Background: an optimization exercise with open tools, aiming at small area, a short achievable clock period and few clock cycles. Do not read the settings as production practice. At most, simulation tests tie the RTL to the original design; equivalence was not proved. No functional check of the RTL was part of runs 2 to 4. Power figures rest on the tool's default switching activity, not on a simulated workload.

==> design.v <==
module sic_engine (
    input  wire         clk,
    input  wire         rst,
    input  wire         cmd_valid,
    output wire         cmd_ready,
    input  wire [31:0]  cmd_word,
    input  wire [63:0]  cmd_opnd,
    input  wire [127:0] cmd_iv,
    input  wire [7:0]   cmd_iv_len,
    input  wire [63:0]  cmd_in_len,
    input  wire [63:0]  cmd_out_cap,
    output reg          done,
    output reg  [63:0]  result,
    output reg  [2:0]   err,
    input  wire         in_valid,
    output wire         in_ready,
    input  wire [7:0]   in_data,
    output wire         out_valid,
    input  wire         out_ready,
    output wire [7:0]   out_data,
    output wire         bc_req_valid,
    input  wire         bc_req_ready,
    output reg  [1:0]   bc_req_op,
    output wire [127:0] bc_req_block,
    input  wire         bc_rsp_valid,
    input  wire         bc_rsp_err,
    input  wire [127:0] bc_rsp_data
);
    localparam [1:0] BC_PROCESS = 2'd0, BC_RESET = 2'd1, BC_INIT = 2'd2;
    localparam [2:0] E_OK = 3'd0, E_CONFIG = 3'd1, E_LENGTH = 3'd2,
                     E_COLLAB = 3'd3, E_ILLEGAL = 3'd4;
    localparam [3:0] OP_RESET = 4'h0, OP_INIT = 4'h1, OP_XBYTE = 4'h2,
                     OP_XBLOCK = 4'h3, OP_XRANGE = 4'h4, OP_SKIP = 4'h5,
                     OP_SEEK = 4'h6, OP_GETPOS = 4'h7;
    localparam [2:0] SU_INC  = 3'd0,    
                     SU_SKIP = 3'd1,    
                     SU_SEEK = 3'd2,    
                     SU_LDIV = 3'd3,    
                     SU_GPOS = 3'd4;    
    reg         s_idle, s_rst, s_xbyte, s_xfer, s_skip, s_seek, s_gpos;
    reg [127:0] iv;
    reg [127:0] ctr;
    reg [103:0] ks_lo;        
    reg [23:0]  ks_t0;        
    reg [23:0]  ks_t1;        
    reg         sel;          
    reg [3:0]   cur;
    reg [63:0]  opq;          
    reg [63:0]  rem;          
    reg         req_v;        
    reg         req_out;      
    reg         r_k;          
    reg         r_fin;        
    reg         q_rst_ok;     
    reg         q_su_done;    
    reg         q_proc;       
    reg         su_busy;
    reg [3:0]   su_h;         
    reg         su_c;
    reg         f_inc, f_skip, f_seek, f_gpos;    
    reg         f_aiv;        
    reg         inc_pend;     
    reg         cop_pend;     
    reg [2:0]   cop;
    reg         avail;        
    reg         ctr_ok;       
    reg         reqd;         
    reg         nready;       
    reg         perr;         
    reg         in_rdy;
    reg         ov;           
    reg         full;         
    reg [7:0]   ob0, ob1;
    assign cmd_ready    = s_idle;
    assign in_ready     = in_rdy;
    assign out_valid    = ov;
    assign out_data     = ob0;
    assign bc_req_valid = req_v;
    assign bc_req_block = ctr;
    wire [3:0] op    = cmd_word[3:0];
    wire       k_bit = cmd_word[4];
    wire       v_bit = cmd_word[5];
    reg illegal;
    always @(*) begin
        if (cmd_word[3] || (|cmd_word[31:16]) || (|cmd_word[7:6]))
            illegal = 1'b1;
        else if (op == OP_INIT)
            illegal = |cmd_word[15:8];
        else if (op == OP_XBYTE)
            illegal = |cmd_word[5:4];
        else
            illegal = (|cmd_word[5:4]) || (|cmd_word[15:8]);
    end
    wire acc      = cmd_valid & s_idle;
    wire acc_ok   = acc & ~illegal;
    wire is_reset = (op == OP_RESET);
    wire is_init  = (op == OP_INIT);
    wire is_xbyte = (op == OP_XBYTE);
    wire is_xblk  = (op == OP_XBLOCK);
    wire is_xrng  = (op == OP_XRANGE);
    wire is_skip  = (op == OP_SKIP);
    wire is_seek  = (op == OP_SEEK);
    wire is_gpos  = (op == OP_GETPOS);
    wire init_bad = ~v_bit | (cmd_iv_len != 8'd16);
    wire xblk_bad = ~(|cmd_in_len[63:4]) | ~(|cmd_out_cap[63:4]);
    wire xrng_bad = (cmd_in_len < cmd_opnd) | (cmd_out_cap < cmd_opnd);
    wire xrng_0   = ~(|cmd_opnd);
    wire cur0     = (cur == 4'd0);
    wire [4:0] dd      = 5'd16 - {1'b0, cur};
    wire       acc_rch = is_xblk | (|cmd_opnd[63:5]) | (cmd_opnd[4:0] >= dd);
    wire go_xfer  = acc_ok & ((is_xblk & ~xblk_bad) | (is_xrng & ~xrng_bad));
    wire go_fetch = go_xfer & cur0 & ~(is_xrng & xrng_0);
    wire go_rst   = acc_ok & (is_reset | (is_init & ~init_bad));
    wire [127:0] ks_cur = {ks_lo, sel ? ks_t1 : ks_t0};
    wire [7:0]   kbyte  = ks_cur[127 - 8*cur -: 8];
    wire [31:0] ctr_ch = ({32{su_h[0]}} & ctr[31:0])  | ({32{su_h[1]}} & ctr[63:32]) |
                         ({32{su_h[2]}} & ctr[95:64]) | ({32{su_h[3]}} & ctr[127:96]);
    wire [31:0] iv_ch  = ({32{su_h[0]}} & iv[31:0])  | ({32{su_h[1]}} & iv[63:32]) |
                         ({32{su_h[2]}} & iv[95:64]) | ({32{su_h[3]}} & iv[127:96]);
    wire        su_sgn = f_skip & opq[63];
    wire        f_opb  = f_skip | f_seek;
    wire [31:0] su_ob  = ({32{su_h[0]}} & opq[35:4]) |
                         ({32{su_h[1]}} & {{4{su_sgn}}, opq[63:36]}) |
                         ({32{su_h[2] | su_h[3]}} & {32{su_sgn}});
    wire [31:0] su_a = f_aiv ? iv_ch : ctr_ch;
    wire [31:0] su_b = ({32{f_gpos}} & ~iv_ch) | ({32{f_opb}} & su_ob);
    wire [4:0]  c4   = {1'b0, opq[3:0]} + {1'b0, cur};
    wire [31:0] pp = su_a ^ su_b;
    wire [31:0] gg = su_a & su_b;
    wire [31:0] pg_g [0:5];
    wire [31:0] pg_p [0:5];
    assign pg_g[0] = {gg[31:1], gg[0] | (pp[0] & su_c)};
    assign pg_p[0] = pp;
    genvar gl, gi;
    generate
        for (gl = 0; gl < 5; gl = gl + 1) begin : pfx_l
            for (gi = 0; gi < 32; gi = gi + 1) begin : pfx_i
                if ((gi >> gl) & 1) begin : cmb
                    assign pg_g[gl+1][gi] = pg_g[gl][gi] | (pg_p[gl][gi] & pg_g[gl][((gi >> gl) << gl) - 1]);
                    assign pg_p[gl+1][gi] = pg_p[gl][gi] & pg_p[gl][((gi >> gl) << gl) - 1];
                end else begin : pas
                    assign pg_g[gl+1][gi] = pg_g[gl][gi];
                    assign pg_p[gl+1][gi] = pg_p[gl][gi];
                end
            end
        end
    endgenerate
    wire [32:0] su_sum = {pg_g[5][31], pp ^ {pg_g[5][30:0], su_c}};
    wire        su_last = su_h[3] |
                          (f_inc  & (~su_c | ~(&ctr_ch))) |
                          (f_gpos & su_h[1]) |
                          (f_skip & su_h[2] & (su_c == su_sgn));
    wire        su_fin  = su_busy & su_last;
    wire take   = in_rdy & in_valid;
    wire give   = ov & out_ready;
    wire wrap   = take & (cur == 4'd15);
    wire rsp    = bc_rsp_valid & req_out;
    wire rsp_ok = rsp & ~bc_rsp_err;
    wire rsp_bd = rsp & bc_rsp_err;
    wire [7:0] nb = kbyte ^ in_data;
    wire rem0    = ~(|rem);
    wire rem1    = (rem == 64'd1);
    wire remnz_n = ~rem0 & ~(take & rem1);
    wire remhi   = |rem[63:5];
    wire reach   = remhi | (rem[4:0] >= dd);
    wire need    = remhi | (rem[4:0] > dd);
    wire [3:0] cur_n = take ? cur + 4'd1 : cur;
    wire x_new   = wrap & (nready | (rsp_ok & avail));        
    wire x_fill  = s_xfer & rsp_ok & ~avail;                   
    wire avail_n = wrap ? x_new : (avail | rsp_ok);
    wire perr_n  = perr | rsp_bd;
    wire ov_n    = take | (ov & ~(give & ~full));
    wire full_n  = (ov & ~full & take & ~give) | (full & ~give);
    wire trig    = s_xfer & avail & ~ctr_ok & reach & ~perr;   
    wire x_req   = s_xfer & ctr_ok & ~reqd & ~su_busy & ~inc_pend & ~req_v & ~req_out & ~perr_n &
                   ((avail_n & (cur_n >= 4'd13) & need) | (~avail_n & remnz_n));
    wire x_done  = s_xfer & ~ov_n & (~remnz_n | (perr_n & ~avail_n));
    wire inc_now  = trig | (acc_ok & is_xbyte & (cur == 4'd15)) |
                    (go_xfer & ~cur0 & acc_rch);
    wire inc_any  = inc_pend | inc_now;
    wire su_free  = ~su_busy & ~(req_v & (bc_req_op == BC_PROCESS));
    wire start_inc = inc_any & su_free;
    wire cop_now  = acc_ok & (is_skip | is_seek | is_gpos | is_reset | (is_init & ~init_bad));
    wire [2:0] cop_sel = cop_now ? (is_skip ? SU_SKIP : is_seek ? SU_SEEK : is_gpos ? SU_GPOS : SU_LDIV) : cop;
    wire start_cop = (cop_pend | cop_now) & su_free & ~inc_any;
    wire cop_pend_n = (cop_pend | cop_now) & ~start_cop;
    wire [4:0] sk_sum = {1'b0, cop_now ? cmd_opnd[3:0] : opq[3:0]} + {1'b0, cur};
    wire       sk_c4  = sk_sum[4];
    wire ctr_free = ~su_busy & ~inc_pend;
    always @(posedge clk) begin
        if (rst) begin
            s_idle   <= 1'b1;
            s_rst    <= 1'b0;
            s_xbyte  <= 1'b0;
            s_xfer   <= 1'b0;
            s_skip   <= 1'b0;
            s_seek   <= 1'b0;
            s_gpos   <= 1'b0;
            done     <= 1'b0;
            err      <= E_OK;
            req_v    <= 1'b0;
            req_out  <= 1'b0;
            su_busy  <= 1'b0;
            inc_pend <= 1'b0;
            cop_pend <= 1'b0;
            in_rdy   <= 1'b0;
            ov       <= 1'b0;
            full     <= 1'b0;
            sel      <= 1'b0;
            bc_req_op <= BC_PROCESS;
        end else begin
            done <= 1'b0;
            if (req_v & bc_req_ready) begin
                req_v   <= 1'b0;
                req_out <= 1'b1;
            end
            if (rsp)
                req_out <= 1'b0;
            if (start_inc | start_cop) begin
                su_busy <= 1'b1;
                f_inc   <= start_inc;
                f_skip  <= ~start_inc & (cop_sel == SU_SKIP);
                f_seek  <= ~start_inc & (cop_sel == SU_SEEK);
                f_gpos  <= ~start_inc & (cop_sel == SU_GPOS);
                f_aiv   <= ~start_inc & ((cop_sel == SU_SEEK) | (cop_sel == SU_LDIV));
                su_h    <= 4'b0001;
            end else if (su_fin) begin
                su_busy <= 1'b0;
            end
            if (su_busy & ~su_last)
                su_h <= {su_h[2:0], 1'b0};
            if (start_inc)
                su_c <= 1'b1;
            else if (start_cop)
                su_c <= (cop_sel == SU_GPOS) | ((cop_sel == SU_SKIP) & sk_c4);
            else if (su_busy)
                su_c <= su_sum[32];
            inc_pend <= inc_any & ~start_inc;
            cop_pend <= cop_pend_n;
            if (cop_now)
                cop <= cop_sel;
            if (su_busy) begin
                if (f_gpos) begin
                    if (su_h[0]) result[35:0] <= {su_sum[31:0], cur};
                    if (su_h[1]) result[63:36] <= su_sum[27:0];
                end else begin
                    if (su_h[0]) ctr[31:0]   <= su_sum[31:0];
                    if (su_h[1]) ctr[63:32]  <= su_sum[31:0];
                    if (su_h[2]) ctr[95:64]  <= su_sum[31:0];
                    if (su_h[3]) ctr[127:96] <= su_sum[31:0];
                end
                if (su_h[0]) begin
                    if (f_skip) cur <= c4[3:0];
                    if (f_seek) cur <= opq[3:0];
                end
            end
            if (acc) begin
                opq <= is_xblk ? 64'd16 : cmd_opnd;
                rem <= is_xblk ? 64'd16 : cmd_opnd;
                if (is_xbyte) opq[7:0] <= cmd_word[15:8];
                if (illegal) begin
                    err  <= E_ILLEGAL;
                    done <= 1'b1;
                end else begin
                    case (op)
                    OP_RESET, OP_INIT: begin
                        if (is_init & init_bad) begin
                            err  <= E_CONFIG;
                            done <= 1'b1;
                        end else begin
                            if (is_init) iv <= cmd_iv;
                            cur       <= 4'd0;
                            r_k       <= is_init & k_bit;
                            r_fin     <= 1'b0;
                            req_v     <= 1'b1;
                            bc_req_op <= (is_init & k_bit) ? BC_INIT : BC_RESET;
                            s_idle    <= 1'b0;
                            s_rst     <= 1'b1;
                        end
                    end
                    OP_XBYTE: begin
                        if (~cur0) begin
                            result <= {56'd0, kbyte ^ cmd_word[15:8]};
                            cur    <= cur + 4'd1;
                            err    <= E_OK;
                            done   <= 1'b1;
                        end else begin
                            if (ctr_free) begin
                                req_v     <= 1'b1;
                                bc_req_op <= BC_PROCESS;
                            end
                            s_idle  <= 1'b0;
                            s_xbyte <= 1'b1;
                        end
                    end
                    OP_XBLOCK, OP_XRANGE: begin
                        avail  <= ~cur0;
                        ctr_ok <= cur0 | acc_rch;
                        reqd   <= go_fetch & ctr_free;
                        nready <= 1'b0;
                        perr   <= 1'b0;
                        if (is_xblk ? xblk_bad : xrng_bad) begin
                            err  <= E_LENGTH;
                            done <= 1'b1;
                        end else begin
                            if (go_fetch & ctr_free) begin
                                req_v     <= 1'b1;
                                bc_req_op <= BC_PROCESS;
                            end
                            in_rdy <= ~cur0 & ~(is_xrng & xrng_0);
                            s_idle <= 1'b0;
                            s_xfer <= 1'b1;
                        end
                    end
                    OP_SKIP: begin
                        s_idle <= 1'b0;
                        s_skip <= 1'b1;
                    end
                    OP_SEEK: begin
                        q_rst_ok  <= 1'b0;
                        q_su_done <= 1'b0;
                        q_proc    <= 1'b0;
                        req_v     <= 1'b1;
                        bc_req_op <= BC_RESET;
                        s_idle    <= 1'b0;
                        s_seek    <= 1'b1;
                    end
                    default: begin  
                        s_idle <= 1'b0;
                        s_gpos <= 1'b1;
                    end
                    endcase
                end
            end
            if (s_rst) begin
                if (rsp_bd) begin
                    err      <= E_COLLAB;
                    done     <= 1'b1;
                    cop_pend <= 1'b0;
                    s_rst    <= 1'b0;
                    s_idle   <= 1'b1;
                end else begin
                    if (rsp_ok & r_k) begin
                        r_k       <= 1'b0;
                        req_v     <= 1'b1;
                        bc_req_op <= BC_RESET;
                    end
                    if (rsp_ok & ~r_k)
                        r_fin <= 1'b1;
                    if (((rsp_ok & ~r_k) | r_fin) & ~cop_pend_n) begin
                        err    <= E_OK;
                        done   <= 1'b1;
                        s_rst  <= 1'b0;
                        s_idle <= 1'b1;
                    end
                end
            end
            if (s_xbyte) begin
                if (~req_v & ~req_out & ctr_free & ~rsp) begin
                    req_v     <= 1'b1;
                    bc_req_op <= BC_PROCESS;
                end
                if (rsp_bd) begin
                    err     <= E_COLLAB;
                    done    <= 1'b1;
                    s_xbyte <= 1'b0;
                    s_idle  <= 1'b1;
                end else if (rsp_ok) begin
                    result  <= {56'd0, bc_rsp_data[127:120] ^ opq[7:0]};
                    cur     <= 4'd1;
                    err     <= E_OK;
                    done    <= 1'b1;
                    s_xbyte <= 1'b0;
                    s_idle  <= 1'b1;
                end
            end
            if (s_skip) begin
                if (su_fin & f_skip) begin
                    req_v     <= 1'b1;
                    bc_req_op <= BC_PROCESS;
                end
                if (rsp_bd) begin
                    err    <= E_COLLAB;
                    done   <= 1'b1;
                    s_skip <= 1'b0;
                    s_idle <= 1'b1;
                end else if (rsp_ok) begin
                    result <= opq;
                    err    <= E_OK;
                    done   <= 1'b1;
                    s_skip <= 1'b0;
                    s_idle <= 1'b1;
                end
            end
            if (s_seek) begin
                if (su_fin & f_seek)
                    q_su_done <= 1'b1;
                if (rsp_ok & ~q_proc)
                    q_rst_ok <= 1'b1;
                if ((q_rst_ok | (rsp_ok & ~q_proc)) & (q_su_done | (su_fin & f_seek)) & ~q_proc) begin
                    q_proc    <= 1'b1;
                    req_v     <= 1'b1;
                    bc_req_op <= BC_PROCESS;
                end
                if (rsp_bd) begin
                    err      <= E_COLLAB;
                    done     <= 1'b1;
                    cop_pend <= 1'b0;
                    s_seek   <= 1'b0;
                    s_idle   <= 1'b1;
                end else if (rsp_ok & q_proc) begin
                    result <= opq;
                    err    <= E_OK;
                    done   <= 1'b1;
                    s_seek <= 1'b0;
                    s_idle <= 1'b1;
                end
            end
            if (s_gpos & su_fin & f_gpos) begin
                err    <= E_OK;
                done   <= 1'b1;
                s_gpos <= 1'b0;
                s_idle <= 1'b1;
            end
            if (rsp_ok & (s_xbyte | s_skip | (s_seek & q_proc) | s_xfer)) begin
                ks_lo <= bc_rsp_data[127:24];
                if (sel) ks_t0 <= bc_rsp_data[23:0];
                else     ks_t1 <= bc_rsp_data[23:0];
            end
            if ((rsp_ok & (s_xbyte | s_skip | (s_seek & q_proc))) | x_new | x_fill)
                sel <= ~sel;
            if (s_xfer) begin
                if (take) begin
                    cur <= cur + 4'd1;
                    rem <= rem - 64'd1;
                    if (~ov | (give & ~full)) ob0 <= nb;
                    else                      ob1 <= nb;
                end else if (give & full) begin
                    ob0 <= ob1;
                end
                ov     <= ov_n;
                full   <= full_n;
                avail  <= avail_n;
                perr   <= perr_n;
                in_rdy <= avail_n & remnz_n & ~full_n;
                if (x_new | x_fill) begin
                    ctr_ok <= 1'b0;
                    reqd   <= 1'b0;
                    nready <= 1'b0;
                end else begin
                    if (rsp_ok & avail & ~wrap) nready <= 1'b1;
                    if (trig)  ctr_ok <= 1'b1;
                    if (x_req) reqd   <= 1'b1;
                end
                if (x_req) begin
                    req_v     <= 1'b1;
                    bc_req_op <= BC_PROCESS;
                end
                if (x_done) begin
                    err    <= perr_n ? E_COLLAB : E_OK;
                    if (~perr_n) result <= opq;
                    done   <= 1'b1;
                    in_rdy <= 1'b0;
                    s_xfer <= 1'b0;
                    s_idle <= 1'b1;
                end
            end
        end
    end
endmodule
==> flow/run.sh <==
#!/bin/bash
# Own layout flow: the standard layout (standard.sh, standard synthesis
# unchanged), with a tighter setup-repair target for the resizer and the
# smallest buffer cell on the ports.  make's full output goes to
# standard_flow.log; each ORFS step keeps its own log under orfs/logs.
set -euo pipefail
cd "$(dirname "$0")/.."
bash standard.sh SETUP_SLACK_MARGIN=5.8 \
    'BUFFER_PORTS_ARGS=-buffer_cell sky130_fd_sc_hd__buf_1' \
    finish > standard_flow.log 2>&1
==> standard.sh <==
#!/bin/bash
# synth_recipe.tcl (not shown) runs the flow's synth.tcl, then flattens the netlist and writes it again
# the make line also repeats each setting of config.mk as NAME=value (left out here)
make -C /OpenROAD-flow-scripts/flow DESIGN_CONFIG=/design/flow/config.mk WORK_HOME=/design/flow/orfs CLKGATE_MAP_FILE= SYNTH_SCRIPT=/design/flow/synth_recipe.tcl "${@:-finish}"
==> config.mk <==
export PLATFORM = sky130hd
export DESIGN_NAME = sic_engine
export DESIGN_NICKNAME = sic_engine
export VERILOG_FILES = /design/flow/design.v
export SDC_FILE = /design/flow/constraint.sdc
export NUM_CORES = 4
export LEC_CHECK = 0
export CAP_MARGIN = 20
export CORE_MARGIN = 2
export CORE_UTILIZATION = 55
export SLEW_MARGIN = 20
export TNS_END_PERCENT = 0
==> constraint.sdc <==
create_clock -name core_clock -period 10.0 [get_ports {clk}]
set_input_delay 2.0000 -clock core_clock [delete_from_list [all_inputs] [get_ports {clk}]]
set_output_delay 2.0000 -clock core_clock [all_outputs]
set_load 0.01 [all_outputs]
==> notes.md, run 1 <==
- The flow ran to the end and the layout has no timing, DRC or antenna violations.
- At the worst endpoint, the arrival time is 4840 ps.
- The class of the worst hold path is flop to flop.
- For the worst-skew pair, the clock arrives at the later sink with an insertion delay of around 620 ps.
- STA classifies the critical path endpoint as a flop.
- For this run, the detailed router's first-pass iteration total came to 6.
- Summed over all instances, the cell type with the most area after synthesis is edfxtp_1.
- Setup violations remaining at the end of the flow were counted as 0.
- The height of the die is around 260 um.
- The via count of the first global-routing pass came to 29,650.
- Synthesis produced a netlist whose cell count is 3,057.
- The headroom to the max-slew limit is a little under a quarter.
- The post-synthesis area per instance is roughly 11 um2.
- By area the synthesized netlist is led by edfxtp_1 55%, ha_1 6.3%, nand2_1 3.7%, o21ai_0 2.9%, a21oi_1 2.8%.
- The internal reg-to-reg setup slack is approximately 5500 ps.
- The kind of start point of the critical path is a primary input.
- The timing-limited maximum frequency is ~220 MHz.
- Across the run, the number of max-cap violations was 0.
- The time the worst path needs with I/O delays and setup is roughly 4500 ps.
- After routing, the total negative slack on setup checks comes to 0 ps.
- The number of failing hold endpoints at the final stage is 0.
- The clock tree from TritonCTS is done.
- The category of the most critical setup path is primary input to flop.
- In this run the biggest area consumer among cell types represents between 50% and 60% of the synthesized area.
- In the synthesized netlist the dominant register cell turns out to be edfxtp_1.
- The core area is ~63,000 um2.
- The top cell types in the final layout, fill and taps aside, are 695 x buf_1, 643 x edfxtp_1, 339 x nand2_1.
- The biggest fanout along the worst timing path is 4.
- The number of nets still failing antenna checks after routing is 0.
- The H-tree generated during clock tree synthesis spans 3 levels.
- Counting flops with a built-in enable in the synthesized netlist gives roughly 640.
- After floorplanning, the core was divided into 92 placement rows.
- The weighted congestion at the end of routability-driven global placement is 1.006.
- The count of pins over their slew limit is 0.
- After clock tree synthesis, the clock-pin slew on the worst setup and hold paths is approximately 70 ps.
- The growth of design area from synthesis to finish is 20.16%.
- For this run, the number of Yosys warnings is 1.
- Timing analysis after detailed placement gives a worst setup slack of 3695 ps.
- The total length of routed wires is 135,300 um.
- The transition time of the tightest slew-check pin is around 1200 ps.
- In this run the deepest clock path goes through 3 buffers.
- The overall track demand over capacity in global routing is about two fifths.
- Buffers inserted during clock tree synthesis total 71.
- The total DRC errors in the routed layout is 0.
- After global routing the overflow that remains totals 0.
- After layout, the worst path uses ~45% of the clock period.
- The first global-routing pass estimated 193,300 um of wire.
- For this design, the CTS-stage hold fixing added 0 buffers.
- When the netlist entered floorplanning its net count stood at 3,744.
- The number of antenna violations at the first check in global routing was 4.
- Setup repair after global routing could not meet its margin everywhere.
- The library cell used most frequently in the layout, excluding fill and tap cells, is buf_1.
- 714 I/O pins were placed.
- The number of port buffers is between 700 and 800.
- In this run the static leakage power is 14.75 nW.
- Cells with a size suffix above 1 make up 9.950% of the layout.
- Measured along the x axis, the die boundary spans approximately 260 um.
- The number of vias per cell after detailed routing is approximately 6.6.
- The initial core utilization is a little under three fifths.
- The violation count after the first detailed-routing iteration is about 4,500.
- In this run the power density over the cells is between 150 and 200 nW/um2.
- The number of vias in the routed layout is 30,820.
- Between clock sinks in the finished design, the worst skew comes to roughly 21 ps.
- Detailed placement ended at an HPWL of ~100,000 um.
- After detailed routing, the average wire length per cell comes to slightly below 30 um.
- The sequential share of the synthesized area is roughly 57%.
- The number of clock sinks seen by CTS is ~670.
- After synthesis the cells add up to around 35,000 um2.
- The count of state elements after synthesis is 665.
- STA puts the critical path data required time at just over 10,000 ps.
- IR analysis of the VDD net gives a maximum drop of between 100 and 150 uV.
- The net count of the finished layout is around 4,500.
- The cell sitting at the root of the clock tree is a clkbuf_16.
- Entering global routing, the biggest net connects between 80 and 90 pins.
- The proportion of synthesized flip-flops having asynchronous set or reset is 0%.
- The number of distinct standard cells referenced by the synthesized netlist is 82.
- The floorplan step defined a die boundary enclosing between 60,000 and 70,000 um2.
- The post-route worst hold slack is 477.8 ps.
- The worst setup margin is 5456 ps.
## path summary, 6_finish.rpt
kind / end / cells past startpoint / start
max reg2reg: result[32] / 15 / su_h[0]
max: su_h[2] / 12 / cmd_opnd[33]
min reg2reg: s_gpos / 1 / s_gpos
min: s_gpos / 1 / s_gpos
## worst max-delay path: stages
cell	delay (ps)
buf_1	230
inv_1	240
ha_1	370
nand4_1	160
nor4_2	290
nand2_1	180
a311o_1	340
a21oi_4	260
nand4_1	180
nand2_2	180
o21ai_2	120
a21oi_2	280
## kinds of logic after synthesis
| logic type | after synthesis | synth area share (%) |
|---|---|---|
| AND/OR/NAND/NOR | 971 | 13.08 |
| adder cells (fa/ha/maj) | 183 | 6.702 |
| XOR/XNOR | 47 | 1.178 |
| flip-flops | 665 | 56.51 |
| multiplexers | 72 | 3.534 |
| AO/OA/AOI/OAI | 834 | 15.87 |
| buffers and inverters | 285 | 3.133 |
## report_power, final
part | total, mW | switching (mW) | internal, mW
logic | 0.559 | 0.352 | 0.207
clock network | 2.59 | 1.13 | 1.46
registers | 3.16 | 0.0541 | 3.11
total | 6.31 | 1.53 | 4.77
## layer usage
layer | wire length (um) | global-route usage [%] | vias to the layer above
li1 | - | - | 13250
met1 | 48820 | 51.45 | 14970
met2 | 63490 | 63.93 | 2195
met3 | 14460 | 7.863 | 404
met4 | 8545 | 21.22 | 2
met5 | 14 | 0 | -
## registers in the layout, indices dropped and copies added, names as in the netlist, 8 cells and up
signal	cells
ob0	8
ks_t0	24
opq	64
rem	64
ks_lo	104
result	64
ctr	128
iv	128
ks_t1	24
ob1	8
## per-stage QoR
step	cell area (um2)	utilization [%]	std cells	power (mW)
floorplan	35000	-	3057	3.472
detailed placement	38520	61.17	4507	3.739
global placement	38500	61.15	4507	3.724
CTS	41830	66.43	4670	6.296
global route	41990	66.68	4677	6.453
finish	41990	66.69	4680	6.306
## layout make-up
class	count	area (um2)
Fill cell	4882	20970
Sequential cell	665	19750
Multi-Input combinational cell	2110	14850
Timing Repair Buffer	794	3563
Clock buffer	89	1927
Tap cell	846	1059
Inverter	133	504.2
Clock inverter	38	327.8
Antenna cell	5	12.51
## synth_stat cells (15+ instances only)
| cell type | number |
|---|---|
| mux2i_1 | 21 |
| a211oi_1 | 16 |
| a221oi_1 | 66 |
| a21o_1 | 41 |
| xor2_1 | 21 |
| o31ai_1 | 19 |
| clkbuf_1 | 113 |
| inv_1 | 133 |
| o211ai_1 | 26 |
| a22o_1 | 49 |
| a21oi_1 | 193 |
| nand2_1 | 348 |
| edfxtp_1 | 643 |
| mux4_2 | 40 |
| and3_1 | 20 |
| o21a_1 | 23 |
| nor2b_1 | 15 |
| a22oi_1 | 77 |
| nand3_1 | 47 |
| xnor2_1 | 26 |
| a31oi_1 | 17 |
| o21ai_0 | 202 |
| nor3_1 | 50 |
| ha_1 | 176 |
| buf_1 | 24 |
| a221o_1 | 22 |
| dfxtp_1 | 22 |
| nand4_1 | 43 |
| nor2_1 | 257 |
| nor4_1 | 88 |
## repair_timing
item	4_1_cts	5_1_grt
setup buffers	30	4
setup endpoints to repair	427	426
gates resized for setup	160	11
pin swaps	30	1
endpoints found under the hold margin	0	0
gates cloned	6	0
Testbench counts, summed over its fixed seeds: cycles 76,497.
==> run 2: changes to the inputs <==
--- a/design.v
+++ b/design.v
@@ -60,4 +60,7 @@
     reg         f_inc, f_skip, f_seek, f_gpos;    
     reg         f_aiv;        
+    reg         f_spec;       
+    reg         xok;          
+    reg         xb_imm;       
     reg         inc_pend;     
     reg         cop_pend;     
@@ -73,5 +76,5 @@
     reg [7:0]   ob0, ob1;
     assign cmd_ready    = s_idle;
-    assign in_ready     = in_rdy;
+    assign in_ready     = in_rdy & xok;
     assign out_valid    = ov;
     assign out_data     = ob0;
@@ -104,5 +107,34 @@
     wire init_bad = ~v_bit | (cmd_iv_len != 8'd16);
     wire xblk_bad = ~(|cmd_in_len[63:4]) | ~(|cmd_out_cap[63:4]);
-    wire xrng_bad = (cmd_in_len < cmd_opnd) | (cmd_out_cap < cmd_opnd);
+    wire [63:0] lt_a0 = ~cmd_in_len & cmd_opnd;
+    wire [63:0] eq_a0 = ~(cmd_in_len ^ cmd_opnd);
+    wire [63:0] lt_b0 = ~cmd_out_cap & cmd_opnd;
+    wire [63:0] eq_b0 = ~(cmd_out_cap ^ cmd_opnd);
+    wire [63:0] lt_a [0:6];
+    wire [63:0] eq_a [0:6];
+    wire [63:0] lt_b [0:6];
+    wire [63:0] eq_b [0:6];
+    assign lt_a[0] = lt_a0;
+    assign eq_a[0] = eq_a0;
+    assign lt_b[0] = lt_b0;
+    assign eq_b[0] = eq_b0;
+    genvar cl, ci;
+    generate
+        for (cl = 0; cl < 6; cl = cl + 1) begin : cmp_l
+            for (ci = 0; ci < (64 >> (cl + 1)); ci = ci + 1) begin : cmp_i
+                assign lt_a[cl+1][ci] = lt_a[cl][2*ci+1] | (eq_a[cl][2*ci+1] & lt_a[cl][2*ci]);
+                assign eq_a[cl+1][ci] = eq_a[cl][2*ci+1] & eq_a[cl][2*ci];
+                assign lt_b[cl+1][ci] = lt_b[cl][2*ci+1] | (eq_b[cl][2*ci+1] & lt_b[cl][2*ci]);
+                assign eq_b[cl+1][ci] = eq_b[cl][2*ci+1] & eq_b[cl][2*ci];
+            end
+            for (ci = (64 >> (cl + 1)); ci < 64; ci = ci + 1) begin : cmp_z
+                assign lt_a[cl+1][ci] = 1'b0;
+                assign eq_a[cl+1][ci] = 1'b0;
+                assign lt_b[cl+1][ci] = 1'b0;
+                assign eq_b[cl+1][ci] = 1'b0;
+            end
+        end
+    endgenerate
+    wire xrng_bad = lt_a[6][0] | lt_b[6][0];
     wire xrng_0   = ~(|cmd_opnd);
     wire cur0     = (cur == 4'd0);
@@ -110,5 +142,4 @@
     wire       acc_rch = is_xblk | (|cmd_opnd[63:5]) | (cmd_opnd[4:0] >= dd);
     wire go_xfer  = acc_ok & ((is_xblk & ~xblk_bad) | (is_xrng & ~xrng_bad));
-    wire go_fetch = go_xfer & cur0 & ~(is_xrng & xrng_0);
     wire go_rst   = acc_ok & (is_reset | (is_init & ~init_bad));
     wire [127:0] ks_cur = {ks_lo, sel ? ks_t1 : ks_t0};
@@ -147,10 +178,11 @@
     endgenerate
     wire [32:0] su_sum = {pg_g[5][31], pp ^ {pg_g[5][30:0], su_c}};
-    wire        su_last = su_h[3] |
+    wire        su_drop = f_spec & ~xok;
+    wire        su_last = su_h[3] | su_drop |
                           (f_inc  & (~su_c | ~(&ctr_ch))) |
                           (f_gpos & su_h[1]) |
                           (f_skip & su_h[2] & (su_c == su_sgn));
     wire        su_fin  = su_busy & su_last;
-    wire take   = in_rdy & in_valid;
+    wire take   = in_rdy & xok & in_valid;
     wire give   = ov & out_ready;
     wire wrap   = take & (cur == 4'd15);
@@ -172,10 +204,13 @@
     wire ov_n    = take | (ov & ~(give & ~full));
     wire full_n  = (ov & ~full & take & ~give) | (full & ~give);
-    wire trig    = s_xfer & avail & ~ctr_ok & reach & ~perr;   
-    wire x_req   = s_xfer & ctr_ok & ~reqd & ~su_busy & ~inc_pend & ~req_v & ~req_out & ~perr_n &
+    wire trig    = s_xfer & xok & avail & ~ctr_ok & reach & ~perr;   
+    wire x_req   = s_xfer & xok & ctr_ok & ~reqd & ~su_busy & ~inc_pend & ~req_v & ~req_out & ~perr_n &
                    ((avail_n & (cur_n >= 4'd13) & need) | (~avail_n & remnz_n));
-    wire x_done  = s_xfer & ~ov_n & (~remnz_n | (perr_n & ~avail_n));
-    wire inc_now  = trig | (acc_ok & is_xbyte & (cur == 4'd15)) |
-                    (go_xfer & ~cur0 & acc_rch);
+    wire x_done  = s_xfer & xok & ~ov_n & (~remnz_n | (perr_n & ~avail_n));
+    wire x_res   = s_xfer & xok & ~perr & (rem0 | (rem1 & avail));
+    wire acc_inc  = acc_ok & (is_xblk | is_xrng) & ~cur0 & acc_rch;
+    wire xb_inc   = s_xbyte & xb_imm & (cur == 4'd15);
+    wire inc_keep = trig | xb_inc | (acc_inc & go_xfer);
+    wire inc_now  = trig | xb_inc | acc_inc;
     wire inc_any  = inc_pend | inc_now;
     wire su_free  = ~su_busy & ~(req_v & (bc_req_op == BC_PROCESS));
@@ -225,4 +260,5 @@
                 f_aiv   <= ~start_inc & ((cop_sel == SU_SEEK) | (cop_sel == SU_LDIV));
                 su_h    <= 4'b0001;
+                f_spec  <= start_inc & acc_inc;
             end else if (su_fin) begin
                 su_busy <= 1'b0;
@@ -236,9 +272,9 @@
             else if (su_busy)
                 su_c <= su_sum[32];
-            inc_pend <= inc_any & ~start_inc;
+            inc_pend <= (inc_pend | inc_keep) & ~start_inc;
             cop_pend <= cop_pend_n;
             if (cop_now)
                 cop <= cop_sel;
-            if (su_busy) begin
+            if (su_busy & ~su_drop) begin
                 if (f_gpos) begin
                     if (su_h[0]) result[35:0] <= {su_sum[31:0], cur};
@@ -280,36 +316,22 @@
                     end
                     OP_XBYTE: begin
-                        if (~cur0) begin
-                            result <= {56'd0, kbyte ^ cmd_word[15:8]};
-                            cur    <= cur + 4'd1;
-                            err    <= E_OK;
-                            done   <= 1'b1;
-                        end else begin
-                            if (ctr_free) begin
-                                req_v     <= 1'b1;
-                                bc_req_op <= BC_PROCESS;
-                            end
-                            s_idle  <= 1'b0;
-                            s_xbyte <= 1'b1;
+                        xb_imm <= ~cur0;
+                        if (cur0 & ctr_free) begin
+                            req_v     <= 1'b1;
+                            bc_req_op <= BC_PROCESS;
                         end
+                        s_idle  <= 1'b0;
+                        s_xbyte <= 1'b1;
                     end
                     OP_XBLOCK, OP_XRANGE: begin
                         avail  <= ~cur0;
+                        xok    <= ~(is_xblk ? xblk_bad : xrng_bad);
                         ctr_ok <= cur0 | acc_rch;
-                        reqd   <= go_fetch & ctr_free;
+                        reqd   <= 1'b0;
                         nready <= 1'b0;
                         perr   <= 1'b0;
-                        if (is_xblk ? xblk_bad : xrng_bad) begin
-                            err  <= E_LENGTH;
-                            done <= 1'b1;
-                        end else begin
-                            if (go_fetch & ctr_free) begin
-                                req_v     <= 1'b1;
-                                bc_req_op <= BC_PROCESS;
-                            end
-                            in_rdy <= ~cur0 & ~(is_xrng & xrng_0);
-                            s_idle <= 1'b0;
-                            s_xfer <= 1'b1;
-                        end
+                        in_rdy <= ~cur0 & ~(is_xrng & xrng_0);
+                        s_idle <= 1'b0;
+                        s_xfer <= 1'b1;
                     end
                     OP_SKIP: begin
@@ -356,5 +378,13 @@
                 end
             end
-            if (s_xbyte) begin
+            if (s_xbyte & xb_imm) begin
+                result  <= {56'd0, kbyte ^ opq[7:0]};
+                cur     <= cur + 4'd1;
+                err     <= E_OK;
+                done    <= 1'b1;
+                s_xbyte <= 1'b0;
+                s_idle  <= 1'b1;
+            end
+            if (s_xbyte & ~xb_imm) begin
                 if (~req_v & ~req_out & ctr_free & ~rsp) begin
                     req_v     <= 1'b1;
@@ -423,10 +453,10 @@
                 s_idle <= 1'b1;
             end
-            if (rsp_ok & (s_xbyte | s_skip | (s_seek & q_proc) | s_xfer)) begin
+            if (rsp_ok & ((s_xbyte & ~xb_imm) | s_skip | (s_seek & q_proc) | s_xfer)) begin
                 ks_lo <= bc_rsp_data[127:24];
                 if (sel) ks_t0 <= bc_rsp_data[23:0];
                 else     ks_t1 <= bc_rsp_data[23:0];
             end
-            if ((rsp_ok & (s_xbyte | s_skip | (s_seek & q_proc))) | x_new | x_fill)
+            if ((rsp_ok & ((s_xbyte & ~xb_imm) | s_skip | (s_seek & q_proc))) | x_new | x_fill)
                 sel <= ~sel;
             if (s_xfer) begin
@@ -457,7 +487,15 @@
                     bc_req_op <= BC_PROCESS;
                 end
+                if (x_res)
+                    result <= opq;
+                if (~xok) begin
+                    err    <= E_LENGTH;
+                    done   <= 1'b1;
+                    in_rdy <= 1'b0;
+                    s_xfer <= 1'b0;
+                    s_idle <= 1'b1;
+                end
                 if (x_done) begin
                     err    <= perr_n ? E_COLLAB : E_OK;
-                    if (~perr_n) result <= opq;
                     done   <= 1'b1;
                     in_rdy <= 1'b0;
--- a/flow/run.sh
+++ b/flow/run.sh
@@ -6,5 +6,5 @@
 set -euo pipefail
 cd "$(dirname "$0")/.."
-bash standard.sh SETUP_SLACK_MARGIN=5.8 \
+bash standard.sh SETUP_SLACK_MARGIN=6.2 \
     'BUFFER_PORTS_ARGS=-buffer_cell sky130_fd_sc_hd__buf_1' \
     finish > standard_flow.log 2>&1
==> notes.md, run 2 <==
- Outcome: timing/DRC/antenna clean (unchanged).
- The launching point of the worst reg2reg path is su_h[1] (was su_h[0]).
- The final-report setup violation count is 0 (unchanged).
- The overall overflow remaining after global route is 0 (unchanged).
- The violation count after the first detailed-routing iteration was 4,502 (was 4,548).
- The number of levels the H-tree was split into is 3 (unchanged).
- The Yosys warning count is 1 (unchanged).
- The number of port buffers is 713 (unchanged).
- Largest cells by area after synthesis: edfxtp_1 55%, ha_1 6.1%, nand2_1 3.5%, a21oi_1 2.7%, o21ai_0 2.6% (was edfxtp_1 55%, ha_1 6.3%, nand2_1 3.7%, o21ai_0 2.9%, a21oi_1 2.8%).
- The utilization after layout came to 66.74% (was 66.69%).
- The number of failing hold endpoints at the final stage is 0 (unchanged).
- The total of hold buffers inserted after clock tree synthesis is 0 (unchanged).
- The timing-limited maximum frequency is 230.1 MHz (was 220.1 MHz).
- The leakage component of the power is 15.20 nW (was 14.75 nW).
- The endpoint type of the worst setup path is a flop (unchanged).
- The number of vias per cell after detailed routing is 6.539 (was 6.586).
- The top-area cell type share of the netlist area is 54.74% (was 55.25%).
- The class of the worst hold path was flop to flop (unchanged).
- The worst-case clock buffer depth came to 3 (unchanged).
- The number of vias in the routed layout is 31,070 (was 30,820).
- The commonest register cell after synthesis is edfxtp_1 (unchanged).
- The buffer type at the clock tree root is clkbuf_16 (unchanged).
- The met3 demand-to-capacity share in global routing came to 8.176% (was 7.863%).
- The transition time of the tightest slew-check pin is 1185 ps (was 1153 ps).
- Setup repair after global routing missed its margin: true (unchanged).
- The maximum clock skew at final layout is 43.33 ps (was 21.26 ps).
- The launch point of the worst hold path is err[1] (was s_gpos).
- The arrival time at the worst endpoint is 4710 ps (was 4840 ps).
- The via count of the first global-routing pass is 29,660 (was 29,650).
- The peak supply drop came to 129.5 uV (was 127.5 uV).
- The time the worst path needs with I/O delays and setup is 4346 ps (was 4544 ps).
- The headroom to the max-slew limit is 20.97% (was 23.13%).
- The final period utilization came to 43.46% (was 45.44%).
- The clock network latency to the later pin of the worst-skew pair is 640 ps (was 620 ps).
- The count of pins over their slew limit is 0 (unchanged).
- The growth of design area from synthesis to finish is 20.74% (was 20.16%).
- The count of state elements after synthesis is 668 (was 665).
- The number of top-level pins is 714 (unchanged).
- Largest registers: ctr (128), iv (128), ks_lo (104) (unchanged).
- The number of enable flip-flop cells after synthesis is 646 (was 643).
- The average detailed-routed wire length per instance is 28.08 um (was 28.92 um).
- The cell area power density is 151.0 nW/um2 (was 150.2 nW/um2).
- The worst endpoint required time was 10,360 ps (was 10,290 ps).
- The final net count came to 4,521 (was 4,462).
- The post-synthesis area per instance was 11.35 um2 (was 11.43 um2).
- The path depth of the worst reg2reg path was 16 (was 15).
- The number of rows created at floorplan was 93 (was 92).
- The total DRC errors in the routed layout is 0 (unchanged).
- The sequential share of the synthesized area is 55.98% (was 56.51%).
- The end point of the worst hold path is err[1] (was s_gpos).
- The clock-pin slew on the worst setup and hold paths came to 60 ps (was 70 ps).
- The internal reg-to-reg setup slack is 5670 ps (was 5460 ps).
- The total length of routed wires was 133,400 um (was 135,300 um).
- The width of the die is 257.8 um (was 256.1 um).
- The power after layout came to 6.461 mW (was 6.306 mW).
- The most used standard cell by instance count after synthesis is edfxtp_1 (unchanged).
- The setup TNS is 0 ps (unchanged).
- The ratio of cells with drive above 1 in the final layout came to 9.967% (was 9.950%).
- The number of max-cap violations is 0 (unchanged).
- The number of clock sinks seen by CTS is 668 (was 665).
- The total half-perimeter wirelength after legalization and detailed placement is 98,980 um (was 100,600 um).
- The height of the die was 257.8 um (was 256.1 um).
- The iteration count of the initial detailed-routing pass is 8 (was 6).
- The number of nets still failing antenna checks after routing is 0 (unchanged).
- The synthesized instance count is 3,122 (was 3,057).
- The core area is 64,120 um2 (was 62,970 um2).
- The floorplan die area is 66,480 um2 (was 65,570 um2).
- The most frequent standard cell in the layout excluding fill and tap cells is buf_1 (unchanged).
- The largest net degree at the start of global routing was 99 (was 84).
- The overall track demand over capacity in global routing is 38.55% (was 39.88%).
- The number of placed cells counting well taps came to 4,580 (was 4,507).
- The kind of start point of the critical path is a primary input (unchanged).
- The net count after synthesis is 3,805 (was 3,744).
- The non-filler instance count after layout is 4,751 (was 4,680).
- The number of cells on the worst hold path is 2 (was 1).
- The met2 usage in global routing is 61.21% (was 63.93%).
- The capture instance of the worst register-to-register path is result[31] (was result[32]).
- The biggest fanout along the worst timing path came to 8 (was 4).
- The initial core utilization is 55.28% (was 55.50%).
- The proportion of synthesized flip-flops having asynchronous set or reset is 0% (unchanged).
- The global-route track usage on met1 came to 51.11% (was 51.45%).
- Most used standard cells in the synthesized netlist: 646 x edfxtp_1, 329 x nand2_1, 192 x a21oi_1, 192 x nor2_1, 185 x o21ai_0 (was 643 x edfxtp_1, 348 x nand2_1, 257 x nor2_1).
- Highest-count cells in the layout ignoring fill and taps: 706 x buf_1, 646 x edfxtp_1, 324 x nand2_1 (was 695 x buf_1, 643 x edfxtp_1, 339 x nand2_1).
- The global-route wire length before repair was 190,600 um (was 193,300 um).
- The clock tree from TritonCTS is done (unchanged).
- The library cell with the largest summed area after synthesis is edfxtp_1 (unchanged).
- The number of antenna violations at the first check in global routing is 5 (was 4).
- The number of distinct standard cells referenced by the synthesized netlist is 88 (was 82).
- The cell area after technology mapping is 35,440 um2 (was 34,950 um2).
- The number of clock buffers inserted by TritonCTS was 71 (unchanged).
- The most heavily used metal layer in global routing is met2 (unchanged).
- The weighted congestion at the end of routability-driven global placement was 0.9921 (was 1.006).
- The category of the most critical setup path is primary input to flop (unchanged).
## run 2: worst max path at each step
stage,startpoint,end,cells past startpoint
2_1_floorplan,rst,iv[0],4
3_3_place_gp,cmd_word[0],su_c,14
3_5_place_dp,cmd_word[0],su_c,14
4_1_cts,cmd_iv_len[7],su_c,14
5_1_grt,su_h[0],result[62],17
6_report,cmd_word[2],su_c,14
## run 2: logic make-up after synthesis
kind of cell	count (synthesis)	share of synthesized area (%)
and+or+nand+nor	979	13.56
AOI/OAI and AO/OA	838	15.95
DFF	668	55.98
buffers and inverters	340	3.672
adders and majority gates	179	6.468
muxes	78	3.347
xor gates and xnor gates	40	1.027
## run 2: report_power, final
part           leakage (nW)  internal (mW)  switching, mW
clock network          1.15           1.55           1.18
registers              6.13           3.12         0.0564
logic                  7.93          0.207          0.347
total                  15.2           4.88           1.58
## run 2: cell type report
| cell class | count | area [um2] |
|---|---|---|
| Fill cell | 4942 | 21320 |
| Clock inverter | 46 | 534.3 |
| Multi-Input combinational cell | 2114 | 15250 |
| Inverter | 186 | 704.4 |
| Sequential cell | 668 | 19840 |
| Tap cell | 855 | 1070 |
| Clock buffer | 82 | 1839 |
| Timing Repair Buffer | 797 | 3550 |
| Antenna cell | 3 | 7.507 |
## run 2: timing repair
action,CTS,global route
pin swaps,27,14
hold endpoints to repair,0,0
gates resized for setup,161,33
setup buffers,28,7
setup endpoints to repair,453,439
gates cloned,3,1
## run 2: metal layers
| layer | wire length (um) | vias up |
|---|---|---|
| li1 | - | 13480 |
| met4 | 7091 | 4 |
| met1 | 49500 | 15060 |
| met5 | 31 | - |
| met3 | 14830 | 361 |
| met2 | 61930 | 2162 |
## run 2: critical path: stages
cell      delay (ps)
buf_6            120
nor4b_4          300
o211a_1          240
and4_4           280
nand2_8           60
mux2_4           320
ha_4             210
and3_4           170
and3_4           150
o311ai_4         260
nand3_1          120
o21ai_1           90
a311o_1          260
a41oi_2          130
## run 2: stage by stage
stage	hold slack (ps)	instance area, um2	setup slack [ps]
CTS	486.9	42540	5743
detailed placement	477.6	39020	4057
global route	512.4	42790	5569
global placement	470.2	39000	4173
floorplan	454.1	35500	3174
finish	486.9	42790	5654
==> run 3: changes to the inputs <==
--- a/design.v
+++ b/design.v
@@ -61,4 +61,5 @@
     reg         f_aiv;        
     reg         f_spec;       
+    reg         spec_ok;      
     reg         xok;          
     reg         xb_imm;       
@@ -178,5 +179,5 @@
     endgenerate
     wire [32:0] su_sum = {pg_g[5][31], pp ^ {pg_g[5][30:0], su_c}};
-    wire        su_drop = f_spec & ~xok;
+    wire        su_drop = f_spec & ~spec_ok;
     wire        su_last = su_h[3] | su_drop |
                           (f_inc  & (~su_c | ~(&ctr_ch))) |
@@ -209,7 +210,8 @@
     wire x_done  = s_xfer & xok & ~ov_n & (~remnz_n | (perr_n & ~avail_n));
     wire x_res   = s_xfer & xok & ~perr & (rem0 | (rem1 & avail));
-    wire acc_inc  = acc_ok & (is_xblk | is_xrng) & ~cur0 & acc_rch;
+    wire acc_inc  = acc & (is_xblk | is_xrng) & ~cur0;
+    wire acc_keep = go_xfer & acc_rch;
     wire xb_inc   = s_xbyte & xb_imm & (cur == 4'd15);
-    wire inc_keep = trig | xb_inc | (acc_inc & go_xfer);
+    wire inc_keep = trig | xb_inc | (acc_inc & acc_keep);
     wire inc_now  = trig | xb_inc | acc_inc;
     wire inc_any  = inc_pend | inc_now;
@@ -220,6 +222,7 @@
     wire start_cop = (cop_pend | cop_now) & su_free & ~inc_any;
     wire cop_pend_n = (cop_pend | cop_now) & ~start_cop;
-    wire [4:0] sk_sum = {1'b0, cop_now ? cmd_opnd[3:0] : opq[3:0]} + {1'b0, cur};
-    wire       sk_c4  = sk_sum[4];
+    wire [4:0] sk_sum_a = {1'b0, cmd_opnd[3:0]} + {1'b0, cur};
+    wire [4:0] sk_sum_q = {1'b0, opq[3:0]} + {1'b0, cur};
+    wire       sk_c4    = cop_now ? (is_skip & sk_sum_a[4]) : ((cop == SU_SKIP) & sk_sum_q[4]);
     wire ctr_free = ~su_busy & ~inc_pend;
     always @(posedge clk) begin
@@ -260,5 +263,5 @@
                 f_aiv   <= ~start_inc & ((cop_sel == SU_SEEK) | (cop_sel == SU_LDIV));
                 su_h    <= 4'b0001;
-                f_spec  <= start_inc & acc_inc;
+                f_spec  <= start_inc & acc_inc & ~inc_pend;
             end else if (su_fin) begin
                 su_busy <= 1'b0;
@@ -269,8 +272,10 @@
                 su_c <= 1'b1;
             else if (start_cop)
-                su_c <= (cop_sel == SU_GPOS) | ((cop_sel == SU_SKIP) & sk_c4);
+                su_c <= (cop_sel == SU_GPOS) | sk_c4;
             else if (su_busy)
                 su_c <= su_sum[32];
             inc_pend <= (inc_pend | inc_keep) & ~start_inc;
+            if (acc)
+                spec_ok <= acc_keep;
             cop_pend <= cop_pend_n;
             if (cop_now)
@@ -370,5 +375,5 @@
                     if (rsp_ok & ~r_k)
                         r_fin <= 1'b1;
-                    if (((rsp_ok & ~r_k) | r_fin) & ~cop_pend_n) begin
+                    if (((rsp_ok & ~r_k) | r_fin) & ~cop_pend) begin
                         err    <= E_OK;
                         done   <= 1'b1;
--- a/config.mk
+++ b/config.mk
@@ -8,5 +8,7 @@
 export CAP_MARGIN = 20
 export CORE_MARGIN = 2
-export CORE_UTILIZATION = 55
+export CORE_UTILIZATION = 65
+export CTS_CLUSTER_DIAMETER = 80
+export CTS_CLUSTER_SIZE = 22
 export SLEW_MARGIN = 20
 export TNS_END_PERCENT = 0
==> notes.md, run 3 <==
- Highest-count cells in the layout ignoring fill and taps: 705 x buf_1, 647 x edfxtp_1, 314 x nand2_1 (was 706 x buf_1, 646 x edfxtp_1, 324 x nand2_1).
- The time the worst path needs with I/O delays and setup came to 4296 ps (was 4346 ps).
- The width of the die is 237.5 um (was 257.8 um).
- The number of vias in the routed layout is 31,160 (was 31,070).
- Largest registers: ctr (128), iv (128), ks_lo (104) (unchanged).
- The height of the die is 237.5 um (was 257.8 um).
- The cell area after technology mapping is 35,430 um2 (was 35,440 um2).
- The most frequent standard cell in the layout excluding fill and tap cells is buf_1 (unchanged).
- The headroom to the max-slew limit is 22.06% (was 20.97%).
- The class of the worst hold path is flop to flop (unchanged).
- The worst-case clock buffer depth came to 3 (unchanged).
- The overall track demand over capacity in global routing is 42.71% (was 38.55%).
- The kind of cell with the highest combined delay on the critical path is compound AO/OA/AOI/OAI gates (was simple AND/OR/NAND/NOR gates).
- The number of top-level pins came to 714 (unchanged).
- The library cell with the largest summed area after synthesis is edfxtp_1 (unchanged).
- The arrival time at the worst endpoint came to 4670 ps (was 4710 ps).
- The final period utilization came to 42.96% (was 43.46%).
- The core area came to 53,810 um2 (was 64,120 um2).
- The biggest fanout along the worst timing path is 4 (was 8).
- The post-place setup slack is 4324 ps (was 4057 ps).
- The number of clock buffers inserted by TritonCTS came to 39 (was 71).
- The number of rows created at floorplan came to 85 (was 93).
- The number of failing hold endpoints at the final stage is 0 (unchanged).
- The number of clock sinks seen by CTS is 669 (was 668).
- The clock-pin slew on the worst setup and hold paths is 100 ps (was 60 ps).
- The floorplan die area is 56,400 um2 (was 66,480 um2).
- Most used standard cells in the synthesized netlist: 647 x edfxtp_1, 319 x nand2_1, 183 x a21oi_1, 183 x o21ai_0, 181 x nor2_1 (was 646 x edfxtp_1, 329 x nand2_1, 192 x a21oi_1, 192 x nor2_1, 185 x o21ai_0).
- The number of distinct standard cells referenced by the synthesized netlist is 86 (was 88).
- The Yosys warning count is 1 (unchanged).
- The final-report setup violation count is 0 (unchanged).
- The clock tree from TritonCTS is done (unchanged).
- The kind of start point of the critical path is a flop (was primary input).
- The iteration count of the initial detailed-routing pass is 7 (was 8).
- The initial core utilization was 65.85% (was 55.28%).
- Outcome: timing/DRC/antenna clean (unchanged).
- The growth of design area from synthesis to finish is 16.13% (was 20.74%).
- The setup TNS is 0 ps (unchanged).
- The most used standard cell by instance count after synthesis is edfxtp_1 (unchanged).
- The synthesized instance count is 3,099 (was 3,122).
- The final net count was 4,468 (was 4,521).
- The number of max-cap violations is 0 (unchanged).
- The top-area cell type share of the netlist area was 54.83% (was 54.74%).
- The global-route wire length before repair is 180,700 um (was 190,600 um).
- The critical path launch point is su_h[3] (was cmd_word[2]).
- The clock network latency to the later pin of the worst-skew pair is 610 ps (was 640 ps).
- The critical path's largest stage delay was 520 ps (was 320 ps).
- The proportion of synthesized flip-flops having asynchronous set or reset is 0% (unchanged).
- The cell with the largest stage delay on the worst path was edfxtp_1 (was mux2_4).
- The launch point of the worst hold path was s_gpos (was err[1]).
- The sequential share of the synthesized area is 56.07% (was 55.98%).
- The number of levels the H-tree was split into is 2 (was 3).
- Cells traversed along the worst timing path: buf_12 -> a22o_1 -> a221oi_4 -> a21oi_2 -> fa_2 -> fa_2 -> nor2b_4 -> o2111ai_4 -> a311oi_2 -> buf_4 -> o2111ai_4 -> a21boi_2 -> o21ai_2 -> nor2b_4 -> xnor2_2 -> buf_4 -> a41o_1 (was buf_6 -> nor4b_4 -> o211a_1 -> and4_4 -> nand2_8 -> mux2_4 -> ha_4 -> and3_4 -> and3_4 -> o311ai_4 -> nand3_1 -> o21ai_1 -> a311o_1 -> a41oi_2).
- The total of hold buffers inserted after clock tree synthesis came to 0 (unchanged).
- The number of vias per cell after detailed routing is 6.936 (was 6.539).
- The leakage component of the power is 14.39 nW (was 15.20 nW).
- The timing-limited maximum frequency is 232.8 MHz (was 230.1 MHz).
- The post-synthesis area per instance is 11.43 um2 (was 11.35 um2).
- The number of antenna violations at the first check in global routing came to 5 (unchanged).
- The net count after synthesis is 3,788 (was 3,805).
- The count of pins over their slew limit was 0 (unchanged).
- The category of the most critical setup path is flop to flop (was primary input to flop).
- The post-route worst hold slack is 504.4 ps (was 486.9 ps).
- The peak supply drop came to 178.6 uV (was 129.5 uV).
- The average detailed-routed wire length per instance is 27.59 um (was 28.08 um).
- The total DRC errors in the routed layout is 0 (unchanged).
- The transition time of the tightest slew-check pin is 1160 ps (was 1185 ps).
- The commonest register cell after synthesis is edfxtp_1 (unchanged).
- The total length of routed wires was 124,000 um (was 133,400 um).
- The buffer type at the clock tree root is clkbuf_16 (unchanged).
- The largest net degree at the start of global routing is 97 (was 99).
- The cell area power density is 135.4 nW/um2 (was 151.0 nW/um2).
- The via count of the first global-routing pass is 29,810 (was 29,660).
- The weighted congestion at the end of routability-driven global placement was 1.025 (was 0.9921).
- The number of nets still failing antenna checks after routing is 0 (unchanged).
- Setup repair after global routing missed its margin: true (unchanged).
- The worst path buffer plus inverter count was 3 (was 1).
- The count of state elements after synthesis was 669 (was 668).
- The overall overflow remaining after global route is 0 (unchanged).
- The endpoint type of the worst setup path is a flop (unchanged).
- The number of port buffers is 713 (unchanged).
- The worst endpoint required time was 10,370 ps (was 10,360 ps).
- The total half-perimeter wirelength after legalization and detailed placement came to 89,120 um (was 98,980 um).
- The violation count after the first detailed-routing iteration is 5,154 (was 4,502).
- Largest cells by area after synthesis: edfxtp_1 55%, ha_1 6.3%, nand2_1 3.4%, a21oi_1 2.6%, o21ai_0 2.6% (was edfxtp_1 55%, ha_1 6.1%, nand2_1 3.5%, a21oi_1 2.7%, o21ai_0 2.6%).
- The launching point of the worst reg2reg path is su_h[3] (was su_h[1]).
- The ratio of cells with drive above 1 in the final layout came to 8.355% (was 9.967%).
- The number of enable flip-flop cells after synthesis is 647 (was 646).
- The worst setup margin came to 5704 ps (was 5654 ps).
- The maximum clock skew at final layout is 44.03 ps (was 43.33 ps).
==> run 3: cell count changes after synthesis, moves of 9 or more <==
cell | previous run | this run
nor2b_1 | 12 | 26
nor2_1 | 192 | 181
mux2_2 | 4 | 13
a21oi_1 | 192 | 183
a22oi_1 | 89 | 80
buf_2 | 17 | 3
mux2i_1 | 42 | 28
xor2_1 | 20 | 33
nand2_1 | 329 | 319
a2bb2oi_1 | 11 | 2
nor3_1 | 72 | 61
==> run 3: per-layer routing <==
layer / track usage (%) / routed length [um] / vias up
met3: 9.383 / 16370 / 506
li1: - / - / 13260
met5: 0 / 23 / -
met1: 54.69 / 42060 / 14680
met4: 22.45 / 8091 / 4
met2: 68.75 / 57430 / 2711
==> run 3: path summary, 6_finish.rpt <==
| path | endpoint | slack (ps) | depth (start not counted) |
|---|---|---|---|
| setup / recovery | result[63] | 5700 | 17 |
| hold / removal | s_gpos | 500 | 2 |
| setup reg to reg | result[63] | 5700 | 17 |
| hold reg to reg | s_gpos | 500 | 2 |
==> run 3: metrics by stage <==
| stage | power [mW] | utilization [%] | instances | area [um2] |
|---|---|---|---|---|
| after detailed placement | 3.887 | 72.07 | 4398 | 38780 |
| final | 5.573 | 76.47 | 4493 | 41150 |
| after global placement | 3.858 | 72.06 | 4398 | 38780 |
| after global routing | 5.694 | 76.45 | 4490 | 41140 |
| after CTS | 5.511 | 75.85 | 4484 | 40820 |
| after floorplan | 3.594 | - | 3099 | 35490 |
==> run 3: cell families (layout without fill, tap and decap cells) <==
logic type                 Yosys count  in the layout  share of synthesized area (%)
and+or+nand+nor                    986            986                          13.87
AOI/OAI and AO/OA                  813            814                          15.44
DFF                                669            669                          56.07
buffers and inverters              327           1021                          3.566
adders and majority gates          185            185                          6.681
muxes                               73             73                          3.238
xor gates and xnor gates            46             46                          1.137
other                                0              3                              0
==> run 3: power by group <==
group	internal, mW	switching (mW)	total [mW]
Sequential	3.14	0.0555	3.20
Clock	0.739	0.944	1.68
Combinational	0.255	0.435	0.690
==> run 3: timing repair <==
action,in CTS,in global routing
pin swaps,21,14
cloned,6,0
resized for setup,115,51
endpoints found under the setup margin,558,562
setup buffers,24,6
==> run 3: layout make-up <==
type	count	area, um2
Timing Repair Buffer	788	3535
Multi-Input combinational cell	2104	15090
Clock buffer	45	1008
Inverter	177	669.4
Clock inverter	11	103.9
Tap cell	696	870.8
Fill cell	3516	12660
Sequential cell	669	19870
Antenna cell	3	7.507
==> run 3: worst register-to-register path: cells and delay by family, from the launching register on <==
kind	cells	cell delay, ps
buf+inv	3	570
compound gates	9	1700
fa+ha+maj	2	840
flops	1	520
simple gates	2	300
xor+xnor	1	140
==> run 4: changes to the inputs <==
--- a/config.mk
+++ b/config.mk
@@ -9,6 +9,4 @@
 export CORE_MARGIN = 2
 export CORE_UTILIZATION = 65
-export CTS_CLUSTER_DIAMETER = 80
-export CTS_CLUSTER_SIZE = 22
 export SLEW_MARGIN = 20
 export TNS_END_PERCENT = 0
==> notes.md, run 4 <==
- Outcome: timing/DRC/antenna clean (unchanged).
- Largest cells by area after synthesis: edfxtp_1 55%, ha_1 6.3%, nand2_1 3.4%, a21oi_1 2.6%, o21ai_0 2.6% (unchanged).
- The weighted congestion at the end of routability-driven global placement is 1.025 (unchanged).
- The launching point of the worst reg2reg path is su_h[1] (was su_h[3]).
- The average detailed-routed wire length per instance came to 27.37 um (was 27.59 um).
- The leakage component of the power came to 14.85 nW (was 14.39 nW).
- The total of hold buffers inserted after clock tree synthesis is 0 (unchanged).
- The total number of cells along the worst setup path was 15 (was 17).
- The height of the die is 237.5 um (unchanged).
- The switching power of the nets is 1.599 mW (was 1.435 mW).
- The number of clock buffers inserted by TritonCTS came to 70 (was 39).
- The overall track demand over capacity in global routing is 43.08% (was 42.71%).
- The number of vias per cell after detailed routing is 6.847 (was 6.936).
- The clock-pin slew on the worst setup and hold paths was 60 ps (was 100 ps).
- The biggest fanout along the worst timing path is 38 (was 4).
- The class of the worst hold path is flop to flop (unchanged).
- The Yosys warning count was 1 (unchanged).
- The most used standard cell by instance count after synthesis is edfxtp_1 (unchanged).
- The initial core utilization is 65.85% (unchanged).
- The critical path's largest stage delay came to 480 ps (was 520 ps).
- The total length of routed wires is 124,800 um (was 124,000 um).
- Highest-count cells in the layout ignoring fill and taps: 705 x buf_1, 647 x edfxtp_1, 314 x nand2_1 (unchanged).
- The commonest register cell after synthesis is edfxtp_1 (unchanged).
- The post-route cell area is 42,170 um2 (was 41,150 um2).
- The width of the die is 237.5 um (unchanged).
- The timing-limited maximum frequency is 235.6 MHz (was 232.8 MHz).
- The endpoint type of the worst setup path is a flop (unchanged).
- The number of vias in the routed layout was 31,210 (was 31,160).
- The total DRC errors in the routed layout came to 0 (unchanged).
- The capture instance of the worst register-to-register path is result[63] (unchanged).
- The final net count is 4,498 (was 4,468).
- The setup TNS was 0 ps (unchanged).
- The worst setup margin is 5756 ps (was 5704 ps).
- The overall overflow remaining after global route is 0 (unchanged).
- The transition time of the tightest slew-check pin was 1105 ps (was 1160 ps).
- The number of placed cells counting well taps is 4,398 (unchanged).
- The number of cells on the worst hold path is 2 (unchanged).
- The critical path launch point was su_h[1] (was su_h[3]).
- The number of levels the H-tree was split into came to 3 (was 2).
- The via count of the first global-routing pass is 30,030 (was 29,810).
- The launch point of the worst hold path is s_gpos (unchanged).
- The floorplan die area is 56,400 um2 (unchanged).
- The total half-perimeter wirelength after legalization and detailed placement was 89,120 um (unchanged).
- The library cell with the largest summed area after synthesis is edfxtp_1 (unchanged).
- The arrival time at the worst endpoint was 4610 ps (was 4670 ps).
- Largest registers: ctr (128), iv (128), ks_lo (104) (unchanged).
- The net count after synthesis is 3,788 (unchanged).
- The final-report setup violation count came to 0 (unchanged).
- The post-place setup slack is 4324 ps (unchanged).
- The cell area after technology mapping is 35,430 um2 (unchanged).
- Setup repair after global routing missed its margin: true (unchanged).
- The buffer type at the clock tree root is clkbuf_16 (unchanged).
- The critical path's most frequent cell is a21oi_1.
- The core area came to 53,810 um2 (unchanged).
- The worst-case clock buffer depth came to 3 (unchanged).
- The iteration count of the initial detailed-routing pass is 6 (was 7).
- The non-filler instance count after layout is 4,558 (was 4,493).
- The final period utilization is 42.44% (was 42.96%).
- The maximum clock skew at final layout is 32.57 ps (was 44.03 ps).
- The share of total power in the clock network was 39.0% (was 30.2%).
- The top-area cell type share of the netlist area is 54.83% (unchanged).
- The internal reg-to-reg setup slack is 5760 ps (was 5700 ps).
- The post-synthesis area per instance came to 11.43 um2 (unchanged).
- The number of rows created at floorplan is 85 (unchanged).
- The proportion of synthesized flip-flops having asynchronous set or reset is 0% (unchanged).
- Cells traversed along the worst timing path: buf_12 -> buf_12 -> a22o_1 -> a221oi_1 -> a21oi_1 -> ha_1 -> a21oi_1 -> o21a_1 -> o221ai_1 -> a21oi_1 -> a21boi_2 -> o21ai_2 -> nor2b_4 -> xnor2_4 -> a41o_1 (was buf_12 -> a22o_1 -> a221oi_4 -> a21oi_2 -> fa_2 -> fa_2 -> nor2b_4 -> o2111ai_4 -> a311oi_2 -> buf_4 -> o2111ai_4 -> a21boi_2 -> o21ai_2 -> nor2b_4 -> xnor2_2 -> buf_4 -> a41o_1).
- The power after layout was 6.378 mW (was 5.573 mW).
- The worst path buffer plus inverter count was 2 (was 3).
- The largest net degree at the start of global routing was 97 (unchanged).
- The number of top-level pins is 714 (unchanged).
- The kind of start point of the critical path is a flop (unchanged).
[run 4: cell count changes in the layout (fill, tap and decap cells not counted), sizes merged]
| cell | before | now |
|---|---|---|
| buf | 779 | 780 |
| diode | 3 | 1 |
| clkinv | 4 | 25 |
| bufinv | 0 | 3 |
| clkbuf | 49 | 90 |
| clkinvlp | 0 | 6 |
| bufbuf | 5 | 3 |
| inv | 184 | 181 |
[run 4: area by class of cell]
cell class                      instances  area, um2
Fill cell                            3317      11640
Inverter                              177      669.4
Clock inverter                         38      312.8
Multi-Input combinational cell       2104      15120
Antenna cell                            1      2.502
Clock buffer                           86       1812
Tap cell                              696      870.8
Sequential cell                       669      19870
Timing Repair Buffer                  787       3517
[run 4: worst min-delay path, cell delays in order, from the launching register on]
cell and delay, ps:
dfxtp_1 310, nor2_1 100, a211oi_1 50
[run 4: power groups by stage]
stage	clock (mW)	combinational, mW	sequential, mW
3_3_place_gp	0	0.602	3.26
6_report	2.48	0.688	3.21
3_5_place_dp	0	0.629	3.26
4_1_cts	2.47	0.654	3.20
2_1_floorplan	0	0.343	3.25
5_1_grt	2.58	0.733	3.21
[run 4: kinds of logic (layout without fill, tap and decap cells)]
logic type,count (synthesis),count (layout),synth area share (%)
flops,669,669,56.07
fa+ha+maj,185,185,6.681
simple gates,986,986,13.87
other cells,0,1,0
mux,73,73,3.238
compound gates,813,814,15.44
xor+xnor,46,46,1.137
buf+inv,327,1088,3.566
[run 4: stage by stage]
stage	hold WS, ps	utilization [%]
after floorplan	473.7	-
after global placement	484.7	72.06
after detailed placement	488.2	72.07
after CTS	496.3	77.62
after global routing	534.3	78.37
final	516.1	78.37
[run 4: what timing repair did]
action,in CTS,in global routing
cloned,4,2
buffers inserted,19,10
setup endpoints to repair,559,511
pin swaps,15,13
gates resized for setup,128,50
[run 4: worst max path at each step]
stage	endpoint	slack [ps]
3_3_place_gp	iv[124]	4480
5_1_grt	result[63]	5690
2_1_floorplan	iv[0]	2160
3_5_place_dp	iv[26]	4320
4_1_cts	result[53]	5890
6_report	result[63]	5760
[run 4: per-layer routing]
metal,global-route usage (%),share of wire (%),vias up,wire length (um)
met5,0,0.038,-,48
met4,23.46,6.9,6,8629
met3,9.755,13,535,15990
met2,69.45,46,2581,57730
met1,54.54,34,14740,42360
li1,-,-,13350,-

afterwards: timing with drivers on the ports:
In the flow no input, the clock included, has a driving cell. The finished layouts below were timed again as built, in two steps.
Step 1 (the two cells are an assumption about what drives the block):
set clk [get_ports {clk}]
set_driving_cell -lib_cell sky130_fd_sc_hd__clkbuf_16 $clk
set_driving_cell -lib_cell sky130_fd_sc_hd__buf_2 [delete_from_list [all_inputs] $clk]
Step 2 also shifts input and output timing later by t, the mid clock arrival at the registers, as if the neighbouring blocks saw the same clock.
Slacks: ideal / step 1 / step 2; pairs: ideal / step 1.
| run | t (ns) | setup WS [ns] | slew at the worst register clock pin (ns) | pins driven straight from the clock port |
|---|---|---|---|---|
| run 1 | 0.681 | 5.456 / 5.459 / 4.810 | 0.07 / 0.07 | 1 |
| run 2 | 0.684 | 5.654 / 5.673 / 5.003 | 0.07 / 0.07 | 1 |
| run 3 | 0.649 | 5.704 / 5.704 / 5.174 | 0.10 / 0.10 | 1 |
| run 4 | 0.674 | 5.756 / 5.756 / 5.133 | 0.07 / 0.07 | 1 |
After both steps setup and hold are still met in every run listed. The setup slack of run 2, which loses most, moves by +0.019 ns with the drivers and by -0.651 ns with both steps.
